From an optimization exercise on the open Yosys and OpenROAD flow, aimed at small area; shortcuts taken in it are not production practice. Only simulation tests tie the RTL to the original design; equivalence was not proved. No activity file was given, so power comes from the tool's default toggle rates.

## flow/design.v (module list and top-level ports; edited modules follow where they fit)
// module qls_mfilt: 3738 lines
// module qls_fa: 4 lines
// module qls_ha: 4 lines
// module qls_c1: 4 lines
// module qls_inv: 3 lines
// module qls_nand2: 3 lines
// module qls_xor2: 3 lines
// module qls_xnor2: 3 lines
// module qls_or2: 3 lines
// module qls_ao22: 3 lines
// module qls_aoi22: 3 lines
// module qls_aoi222: 3 lines
// module qls_bsel: 5 lines
// module qls_bseln: 5 lines
// module qls_bsel0n: 3 lines
// module qls_bselsn: 3 lines
// module qls_o21a: 3 lines
// module qls_hm: 4 lines
// module qls_hn: 4 lines
// module qls_hnx: 4 lines
// module qls_andn: 3 lines
// module qls_bsel0: 3 lines
// module qls_bsels: 3 lines
// module qls_x3: 3 lines
module qls_mfilt (
    input  wire               clk,
    input  wire               rst,         
    input  wire               coef_we,
    input  wire [4:0]         coef_addr,
    input  wire signed [11:0] coef_data,
    input  wire               start,
    input  wire               in_valid,
    input  wire signed [11:0] in_re,
    input  wire signed [11:0] in_im,
    output reg                sym_valid,
    output wire signed [27:0] sym_re,
    output wire signed [27:0] sym_im,
    output wire               bit_re,
    output wire               bit_im
);
  // ...
==> flow/run.sh <==
#!/bin/bash
# synth_recipe.tcl (not shown) runs the flow's synth.tcl, then flattens the netlist and writes it again
# the make line also repeats each setting of config.mk as NAME=value (left out here)
make -C /OpenROAD-flow-scripts/flow DESIGN_CONFIG=/design/flow/config.mk WORK_HOME=/design/flow/orfs CLKGATE_MAP_FILE= SYNTH_SCRIPT=/design/flow/synth_recipe.tcl finish
==> flow/config.mk <==
export PLATFORM = sky130hd
export DESIGN_NAME = qls_mfilt
export DESIGN_NICKNAME = qls_mfilt
export VERILOG_FILES = /design/flow/design.v
export SDC_FILE = /design/flow/constraint.sdc
export NUM_CORES = 4
export LEC_CHECK = 0
export CAP_MARGIN = 20
export CELL_PAD_IN_SITES_DETAIL_PLACEMENT = 1
export CORE_MARGIN = 2
export CORE_UTILIZATION = 40
export PLACE_DENSITY = 0.45
export SLEW_MARGIN = 20
export SYNTH_HIERARCHICAL = 1
export SYNTH_MINIMUM_KEEP_SIZE = 0
==> flow/constraint.sdc <==
create_clock -name core_clock -period 14.0 [get_ports {clk}]
set_input_delay 2.8000 -clock core_clock [delete_from_list [all_inputs] [get_ports {clk}]]
set_output_delay 2.8000 -clock core_clock [all_outputs]
set_load 0.01 [all_outputs]
==> results_dict.tcl, run 1 <==
set metrics [dict create \
    power.share.switching 0.486 \
    post_dp_cell_area_sq_mm 0.0496 \
    number_of_nets_in_the_finished_design 5067 \
    areaGrowthSynthToFinish_pct 14.0 \
    drv.max_cap_violation_count 0 \
    clock_tree_from_tritoncts "done" \
    drive_gt1_frac 0.119 \
    portBuffers 104 \
    grt_setup_unrepaired "false" \
    critPathRequiredTime_ns 14.58 \
    final_util 0.458 \
    place_congestion 0.916 \
    timing.final.ws_setup_ns 0.493 \
    clkbuf_count 89 \
    power.net_switching_mw 7.67 \
    r2r_setup_slack_ns 1.88 \
    power.sequential.fraction 0.155 \
    layout_commonest_cell "nand2_1" \
    antenna_cells_inserted 4 \
    num_io_pins 105 \
    placement_rows 124 \
    synthesis.nets 4815 \
    post-place-ws_ns -0.343 \
    detail_route.iter0.violations 6547 \
    slowest_delay_ns 0.50 \
    outcome "no timing/DRC/antenna violations" \
    portion_of_the_clock_cycle_consumed_by_the_worst_path_in_the_final_layout 0.965 \
    floorplan.die_area_sq_mm 0.117 \
    instances_no_fill 5718 \
    seq_cell_power_mw 2.44 \
    grt_pass1_vias 40656 \
    tns_ns 0 \
    finalCriticalPeriod_ns 13.51 \
    post-cts-setup-buffer-count 0 \
    netlist_instances 3896 \
    clock-sinks 504 \
    die_h_microns 342 \
]
==> run 2: changes to the inputs <==
--- a/flow/config.mk
+++ b/flow/config.mk
@@ -11,2 +11,4 @@
 export CORE_UTILIZATION = 40
+export CTS_CLUSTER_DIAMETER = 70
+export CTS_CLUSTER_SIZE = 60
 export PLACE_DENSITY = 0.45
==> run 2 against run 1 <==
Compared with the run above: clock skew is 0.028 ns higher; flip-flop and latch count stayed put; critical path depth stayed put; critical path type unchanged; synthesized area stayed put; still clean on timing, DRC and antenna; fmax hardly changed; largest cell class unchanged; sequential share of layout area hardly changed; clock power is 4% lower; synthesized cell count stayed put; first-iteration DRC count is 2.1% higher; critical endpoint unchanged; via count is 0.13% higher.
==> results_dict.tcl, run 2 <==
set metrics [dict create \
    placement_rows 124 \
    max-slew-margin-rel 0.163 \
    peakVddDrop_mv 0.169 \
    top_layer "met5" \
    first_pass_grt_wire_length_microns 283000 \
    timing.final.ws_setup_ns 0.505 \
    place_congestion 0.916 \
    finalCriticalPeriod_ns 13.49 \
    yosysWarningCount 7 \
    timing.setup.critical_path_class "input pin to register" \
    final.setup_skew_ns 0.0694 \
    cts-root-buf "clkbuf_16" \
    drv.max_cap_violation_count 0 \
    min_path_type "register to register" \
    floorplan.initialDensity 0.401 \
    grt_start_max_net_pins 95 \
    p_per_area_mw_per_mm2 301 \
    m1WireLength_microns 80100 \
    clk_pin_slew_ns 0.08 \
    max_clock_freq_mhz 74.1 \
    clk_latency_ns 0.73 \
    worst_reg2reg_startpoint "idx[0]" \
    route.detailed.wl_per_inst_microns 33.4 \
    grt_antenna_before_repair 3 \
    route.final.wire_length_microns 191000 \
    crit_path_frequent_cell "fa_1" \
    wl_met2_microns 82700 \
    chipWidth_microns 342 \
    critPathRequiredTime_ns 14.62 \
    portion_of_the_clock_cycle_consumed_by_the_worst_path_in_the_final_layout 0.964 \
    core-area_sq_mm 0.114 \
    number_of_nets_in_the_finished_design 5058 \
    num_io_pins 105 \
    final_max_slew_viol_count 0 \
    mean_cell_area_of_the_mapped_netlist_sq_um 11.7 \
    largest-register "coef" \
    grt_remaining_overflow 0 \
    routed-wl-met3_microns 21500 \
    clock_tree_from_tritoncts "done" \
    areaGrowthSynthToFinish_pct 13.8 \
    clock-sinks 504 \
    cellLeakagePower_nw 18.3 \
    drt_pre_antenna_iters 13 \
    setup_viol_count_final 0 \
    post-place-ws_ns -0.343 \
    clk_path_buf_depth 3 \
    portBuffers 104 \
    drt.antenna.violating_nets 0 \
    worst-path-buf-inv 2 \
    dpl.hpwl_microns 136000 \
    layout_commonest_cell "nand2_1" \
    number_of_flip_flops_under_the_largest_register_name 204 \
    netlist_instances 3896 \
    nFillCells 11999 \
    timing_hold_violations_final 0 \
    start_point_of_the_critical_path "in_valid" \
    timing.critical_path.to_type "register" \
    cts-hold-fix-buffers 0 \
    instances_no_fill 5704 \
    detail_route.iter0.violations 6685 \
    post_drt_via_cell_ratio 6.45 \
    mappedNetlistArea_sq_mm 0.0457 \
    worstHoldStart "ar0[0]" \
    worst_slew_pin_slew_ns 1.26 \
    final_util 0.457 \
    grt_setup_unrepaired "false" \
    floorplan.die_area_sq_mm 0.117 \
    tns_ns 0 \
    outcome "no timing/DRC/antenna violations" \
    tritoncts_buffers 60 \
    detailroute.via_count 36777 \
    synthesis.nets 4815 \
    cpMaxStageDelayCell "fa_1" \
    critPathArrivalTime_ns 14.11 \
    worst_path_dominant_cell_family "adder cells" \
    slowest_delay_ns 0.50 \
    grt_pass1_vias 40623 \
    clock_h_tree_levels 2 \
    die_h_microns 342 \
    placedCellCount 5589 \
    drt_drc_violations_left 0 \
    path_max_fanout 3 \
    grt.total_usage 0.329 \
    drive_gt1_frac 0.119 \
    critical_path.startpoint_type "input pin" \
    most-common-layout-cells "nand2_1, fa_1, a222oi_1" \
]
[run 2: what timing repair did]
action                                  4_1_cts  5_1_grt
resized for setup                             0        1
setup buffers                                 0        0
endpoints found under the setup margin        0        2
[run 2: path summary, 6_finish.rpt]
kind,to,cells after the start,slack (ns)
hold / removal,or_q[0],1,0.48
setup / recovery,ai2[25],38,0.51
hold reg to reg,or_q[0],1,0.48
setup reg to reg,ai2[25],35,1.85
[run 2: cell type report]
cell class                 instances  area (sq um)  area share
multi-input combinational       3146         32500       0.626
sequential                       504         12300       0.236
timing repair buffer             322          2560      0.0492
tap                             1512          1890      0.0364
clock buffer                      63          1520      0.0293
clock inverter                    50           842      0.0162
inverter                         105           403     0.00774
antenna                            2          5.00   0.0000962
[run 2: power breakdown]
| part | leakage, nW | internal (mW) | total (mW) | switching (mW) |
|---|---|---|---|---|
| logic | 12.8 | 4.77 | 11.4 | 6.63 |
| clock network | 1.13 | 0.957 | 1.84 | 0.883 |
| registers | 4.38 | 2.19 | 2.43 | 0.248 |
[run 2: per-stage QoR]
| step | instance area, sq um | power, mW | hold WS [ns] |
|---|---|---|---|
| after global routing | 52000 | 17.1 | 0.522 |
| after global placement | 49600 | 13.6 | 0.468 |
| after detailed placement | 49600 | 13.8 | 0.480 |
| final | 52000 | 15.7 | 0.483 |
| after CTS | 52000 | 15.8 | 0.490 |
| after floorplan | 45700 | 9.84 | 0.438 |
[run 2: routing by layer]
metal / vias up / global-route usage
li1: 15004 / -
met1: 19230 / 0.461
met2: 2237 / 0.490
met3: 304 / 0.0988
met4: 2 / 0.0997
met5: - / 0
==> run 3: changes to the inputs <==
--- a/flow/config.mk
+++ b/flow/config.mk
@@ -11,4 +11,4 @@
 export CORE_UTILIZATION = 40
-export CTS_CLUSTER_DIAMETER = 70
-export CTS_CLUSTER_SIZE = 60
+export CTS_CLUSTER_DIAMETER = 75
+export CTS_CLUSTER_SIZE = 50
 export PLACE_DENSITY = 0.45
==> run 3 against run 2 <==
Compared with the run above: synthesized area unchanged; sequential share of layout area about the same; fmax decreased by 0.25%; total power is 0.36% lower; highest routed layer unchanged; wire length rose by 0.26%; sequential power barely moved; clock skew up 0.0051 ns; count of clock-buffer cells in the layout down 6; worst setup slack got worse by 0.033 ns; non-clock buffer count did not move; cell count fell by 0.18%.
==> results_dict.tcl, run 3 <==
set metrics [dict create \
    clock_h_tree_levels 2 \
    final.hold.worst_slack_ns 0.473 \
    drt_pre_antenna_iters 12 \
    grt_remaining_overflow 0 \
    chipWidth_microns 342 \
    final.setup_skew_ns 0.0746 \
    critical_path.reg2reg.endpoint "ai2[25]" \
    place_congestion 0.916 \
    core-area_sq_mm 0.114 \
    area_of_combinational_cells_with_multiple_inputs_sq_mm 0.0325 \
    number_of_flip_flops_under_the_largest_register_name 204 \
    nFillCells 11981 \
    largest-register "coef" \
    post-cts-setup-buffer-count 0 \
    tritoncts_buffers 54 \
    mappedNetlistArea_sq_mm 0.0457 \
    detailroute.via_count 36673 \
    worst_reg2reg_startpoint "idx[0]" \
    max_clock_freq_mhz 73.9 \
    drt.antenna.violating_nets 0 \
    placedCellCount 5589 \
    cts-hold-fix-buffers 0 \
    min_path_type "register to register" \
    timing.setup.critical_path_class "input pin to register" \
    slowest_delay_ns 0.50 \
    grt_start_max_net_pins 95 \
    critPathRequiredTime_ns 14.61 \
    netlist_instances 3896 \
    post_dp_cell_area_sq_mm 0.0496 \
    worst_slew_pin_slew_ns 1.24 \
    yosysWarningCount 7 \
    most-common-layout-cells "nand2_1, fa_1, a222oi_1" \
    dpl.hpwl_microns 136000 \
    cts-root-buf "clkbuf_16" \
    worstHoldStart "ar0[0]" \
    timing_hold_violations_final 0 \
    finalCriticalPeriod_ns 13.53 \
    tns_ns 0 \
    die_h_microns 342 \
    clock-sinks 504 \
    first_pass_grt_wire_length_microns 283000 \
    clk_pin_slew_ns 0.09 \
    route.detailed.wl_per_inst_microns 33.6 \
    path_max_fanout 3 \
    placement_rows 124 \
    grt_antenna_before_repair 4 \
    detail_route.iter0.violations 6233 \
    grt_pass1_vias 40684 \
    r2r_setup_slack_ns 1.83 \
    synthesis.nets 4815 \
    peakVddDrop_mv 0.179 \
    finalInstanceArea_sq_mm 0.0519 \
    clock_tree_from_tritoncts "done" \
    setup_viol_count_final 0 \
    register_area_sq_mm 0.0123 \
    grt.total_usage 0.329 \
    p_per_area_mw_per_mm2 301 \
    crit_path_frequent_cell "fa_1" \
    final_util 0.456 \
    instances_no_fill 5694 \
    number_of_nets_in_the_finished_design 5052 \
    drv.max_cap_violation_count 0 \
    areaGrowthSynthToFinish_pct 13.6 \
    clk_path_buf_depth 3 \
    floorplan.initialDensity 0.401 \
    critPathArrivalTime_ns 14.14 \
    grt_setup_unrepaired "false" \
    post_drt_via_cell_ratio 6.44 \
    drt_drc_violations_left 0 \
    portBuffers 104 \
    cellLeakagePower_nw 18.2 \
    clk_latency_ns 0.73 \
    cpMaxStageDelayCell "fa_1" \
    worstRegToRegCells 35 \
    num_io_pins 105 \
    final_max_slew_viol_count 0 \
    route.final.wire_length_microns 191000 \
    post_cts_resize_count 0 \
    layout_commonest_cell "nand2_1" \
    holdPathEnd "or_q[0]" \
    outcome "no timing/DRC/antenna violations" \
    mean_cell_area_of_the_mapped_netlist_sq_um 11.7 \
    drive_gt1_frac 0.117 \
    portion_of_the_clock_cycle_consumed_by_the_worst_path_in_the_final_layout 0.966 \
    max-slew-margin-rel 0.171 \
    critical_path.startpoint_type "input pin" \
    timing.critical_path.to_type "register" \
    holdPathStages 1 \
    floorplan.die_area_sq_mm 0.117 \
]
run 3: metrics by stage:
step / worst slack (ns) / total power [mW]
after floorplan: 0.0515 / 9.84
after global placement: -0.271 / 13.6
after detailed placement: -0.343 / 13.8
after CTS: 0.413 / 15.7
after global routing: 0.0826 / 17.0
final: 0.472 / 15.6
run 3: area by class of cell:
| type | count | area share |
|---|---|---|
| diodes | 3 | 0.000145 |
| clock buffers | 57 | 0.0268 |
| clock inverters | 45 | 0.0169 |
| inverters | 105 | 0.00776 |
| multi-input cells | 3146 | 0.627 |
| flip-flops and latches | 504 | 0.236 |
| well taps | 1512 | 0.0364 |
| repair buffers | 322 | 0.0492 |
run 3: worst max-delay path, delay by kind of cell:
family          cells  cell delay (ns)
fa+ha+maj          19             7.76
simple gates       12             2.48
xor+xnor            3             0.45
mux                 1             0.29
buf+inv             2             0.17
compound gates      1             0.16
run 3: worst max-delay path by stage:
stage	start	to	slack, ns	depth (start not counted)
detailed placement	in_valid	ai2[25]	-0.34	38
global route	in_valid	ai2[26]	0.08	38
CTS	in_valid	ai2[25]	0.41	38
global placement	in_valid	ai2[25]	-0.27	38
floorplan	in_valid	ai2[25]	0.05	37
finish	in_valid	ai2[25]	0.47	38
run 3: power breakdown:
group | total [mW] | internal, mW | leakage [nW] | switching (mW)
clock | 1.76 | 0.853 | 1.06 | 0.903
combinational | 11.4 | 4.77 | 12.8 | 6.65
sequential | 2.43 | 2.19 | 4.38 | 0.247
total | 15.6 | 7.81 | 18.2 | 7.80
run 3: metal layers:
| metal | global-route usage | part of all wire | vias up |
|---|---|---|---|
| met5 | 0.0192 | 0.0018 | - |
| met4 | 0.0983 | 0.033 | 8 |
| met3 | 0.0961 | 0.11 | 318 |
| met2 | 0.494 | 0.44 | 2201 |
| met1 | 0.460 | 0.42 | 19176 |
| li1 | - | - | 14970 |
==> run 4: changes to the inputs <==
--- a/flow/config.mk
+++ b/flow/config.mk
@@ -8,3 +8,2 @@
 export CAP_MARGIN = 20
-export CELL_PAD_IN_SITES_DETAIL_PLACEMENT = 1
 export CORE_MARGIN = 2
@@ -13,3 +12,2 @@
 export CTS_CLUSTER_SIZE = 50
-export PLACE_DENSITY = 0.45
 export SLEW_MARGIN = 20
==> run 4 against run 3 <==
Compared with the run above: count of clock-buffer cells in the layout is 11 lower; via count is 1.3% lower; cell count is 0.67% lower; sequential share of layout area is 0.32 points higher; synthesized cell count stayed put; final area is 1.4% lower; sequential power hardly changed; combinational power hardly changed; die area stayed put; largest cell class unchanged; highest routed layer unchanged.
==> results_dict.tcl, run 4 <==
set metrics [dict create \
    peakVddDrop_mv 0.230 \
    largest-register "coef" \
    max_clock_freq_mhz 74.6 \
    path_max_fanout 3 \
    drt_drc_violations_left 0 \
    critical_path.reg2reg.endpoint "ai2[25]" \
    power.sequential.fraction 0.160 \
    core-area_sq_mm 0.114 \
    cpMaxStageDelayCell "fa_1" \
    critPathArrivalTime_ns 13.95 \
    crit_path_frequent_cell "fa_1" \
    netlist_instances 3896 \
    floorplan.initialDensity 0.401 \
    cts-root-buf "clkbuf_16" \
    comb_power_share 0.745 \
    dpl.hpwl_microns 112000 \
    holdPathStages 1 \
    placement_rows 124 \
    min_path_type "register to register" \
    power.share.switching 0.500 \
    num_io_pins 105 \
    timing.setup.critical_path_class "input pin to register" \
    cellLeakagePower_nw 17.9 \
    final_max_slew_viol_count 0 \
    finalInstanceArea_sq_mm 0.0512 \
    yosysWarningCount 7 \
    power.net_switching_mw 7.60 \
    total_number_of_cells_along_the_worst_setup_path 38 \
    first_pass_grt_wire_length_microns 244000 \
    start_point_of_the_critical_path "in_valid" \
    worst_path_dominant_cell_family "adder cells" \
    r2r_setup_slack_ns 1.88 \
    chipWidth_microns 342 \
    detail_route.iter0.violations 8201 \
    areaGrowthSynthToFinish_pct 12.1 \
    worstRegToRegCells 35 \
    clk_pin_slew_ns 0.10 \
    synthesis.nets 4815 \
    timing_hold_violations_final 0 \
    post_drt_via_cell_ratio 6.40 \
    drt_pre_antenna_iters 15 \
    number_of_flip_flops_under_the_largest_register_name 204 \
    drt.antenna.violating_nets 0 \
    critPathRequiredTime_ns 14.55 \
    place_congestion 0.946 \
    holdPathEnd "or_q[0]" \
    p_per_area_mw_per_mm2 296 \
    grt_antenna_before_repair 6 \
    finalCriticalPeriod_ns 13.40 \
    grt_remaining_overflow 0 \
    detailroute.via_count 36212 \
    mean_cell_area_of_the_mapped_netlist_sq_um 11.7 \
    post_dp_cell_area_sq_mm 0.0495 \
    worst-path-buf-inv 4 \
    power.internal_mw 7.59 \
    p_total_mw 15.2 \
    worst_reg2reg_startpoint "idx[0]" \
    slowest_delay_ns 0.50 \
    grt_pass1_vias 37750 \
    portBuffers 104 \
    die_h_microns 342 \
    timing.critical_path.to_type "register" \
    final.setup_skew_ns 0.0542 \
    route.detailed.wl_per_inst_microns 28.9 \
    number_of_nets_in_the_finished_design 5026 \
    floorplan.die_area_sq_mm 0.117 \
    clock_share_of_power 0.096 \
    grt.total_usage 0.278 \
    critical_path.startpoint_type "input pin" \
    clock_h_tree_levels 2 \
    portion_of_the_clock_cycle_consumed_by_the_worst_path_in_the_final_layout 0.957 \
    post_cts_resize_count 0 \
    clk_path_buf_depth 3 \
    drv.max_cap_violation_count 0 \
    cts-hold-fix-buffers 0 \
    clock-sinks 504 \
    most-common-layout-cells "nand2_1, fa_1, a222oi_1" \
    drive_gt1_frac 0.109 \
    tns_ns 0 \
    clock_tree_from_tritoncts "done" \
    grt_start_max_net_pins 82 \
    tritoncts_buffers 44 \
    clk_latency_ns 0.68 \
    worstHoldStart "ar0[0]" \
    route.final.wire_length_microns 164000 \
    max-slew-margin-rel 0.174 \
    setup_viol_count_final 0 \
    grt_setup_unrepaired "false" \
    worst_slew_pin_slew_ns 1.24 \
    outcome "no timing/DRC/antenna violations" \
    layout_commonest_cell "nand2_1" \
    post-cts-setup-buffer-count 0 \
    mappedNetlistArea_sq_mm 0.0457 \
]
[run 4: layout make-up]
cell class / instances / area (sq um)
fillers: 10716 / 62700
multi-input cells: 3146 / 32500
flip-flops and latches: 504 / 12300
repair buffers: 306 / 2440
well taps: 1512 / 1890
clock buffers: 46 / 1120
clock inverters: 35 / 616
inverters: 105 / 403
diodes: 2 / 5.00
[run 4: metrics by stage]
| stage | std cells | setup slack [ns] | hold WS [ns] | utilization |
|---|---|---|---|---|
| after floorplan | 3896 | 0.0515 | 0.438 | - |
| after global placement | 5571 | 0.0124 | 0.463 | 0.434 |
| after detailed placement | 5571 | -0.0831 | 0.467 | 0.434 |
| after CTS | 5652 | 0.616 | 0.481 | 0.450 |
| after global routing | 5655 | 0.193 | 0.501 | 0.450 |
| final | 5656 | 0.600 | 0.478 | 0.450 |
[run 4: worst max path at each step]
stage,end,slack [ns]
after CTS,ai2[25],0.62
after detailed placement,ai2[25],-0.08
final,ai2[25],0.60
after floorplan,ai2[25],0.05
after global placement,ai2[25],0.01
after global routing,ai2[25],0.19
[run 4: metal layers]
layer | share of wire | track usage
met3 | 0.14 | 0.0976
met1 | 0.40 | 0.381
met2 | 0.42 | 0.407
met5 | 0.000079 | 0.00163
met4 | 0.043 | 0.101
[run 4: power by group through the flow]
stage	logic (mW)	registers, mW	clock network [mW]
6_report	11.3	2.42	1.45
5_1_grt	12.4	2.48	1.53
4_1_cts	11.2	2.43	1.48
3_5_place_dp	11.1	2.45	0
3_3_place_gp	11.0	2.46	0
2_1_floorplan	7.44	2.40	0

afterwards: timing with drivers on the ports:
Ports are ideal in the flow. The routed layouts listed here were re-timed in OpenROAD. Step 1 sets driving cells, clkbuf_16 on the clock port and buf_2 on the other inputs (assumed; they add their load-dependent delay and slew). Step 2 adds t to the input delays and takes it off the output delays; t is the mean of the earliest and latest rising clock arrival at the registers after step 1. Input paths then give back, and output paths get back, about the clock's delay inside the block. a / b / c = ideal / step 1 / step 2; a / b = the first two.
run | t (ns) | setup slack, ns | hold WS [ns] | slew at the worst register clock pin (ns) | worst data-port slew with drivers (ns)
run 1 | 0.761 | 0.493 / 0.555 / -0.206 | 0.483 / 0.483 / 0.483 | 0.07 / 0.07 | 0.06
run 2 | 0.777 | 0.505 / 0.564 / -0.214 | 0.483 / 0.483 / 0.483 | 0.10 / 0.10 | 0.06
run 3 | 0.768 | 0.472 / 0.527 / -0.241 | 0.473 / 0.473 / 0.473 | 0.11 / 0.11 | 0.06
run 4 | 0.720 | 0.600 / 0.624 / -0.096 | 0.478 / 0.478 / 0.478 | 0.12 / 0.12 | 0.04
With both steps, setup timing fails in every run listed, where it was met with ideal ports. The setup slack of run 2, which loses most, moves by +0.059 ns with the drivers and by -0.719 ns with both steps.
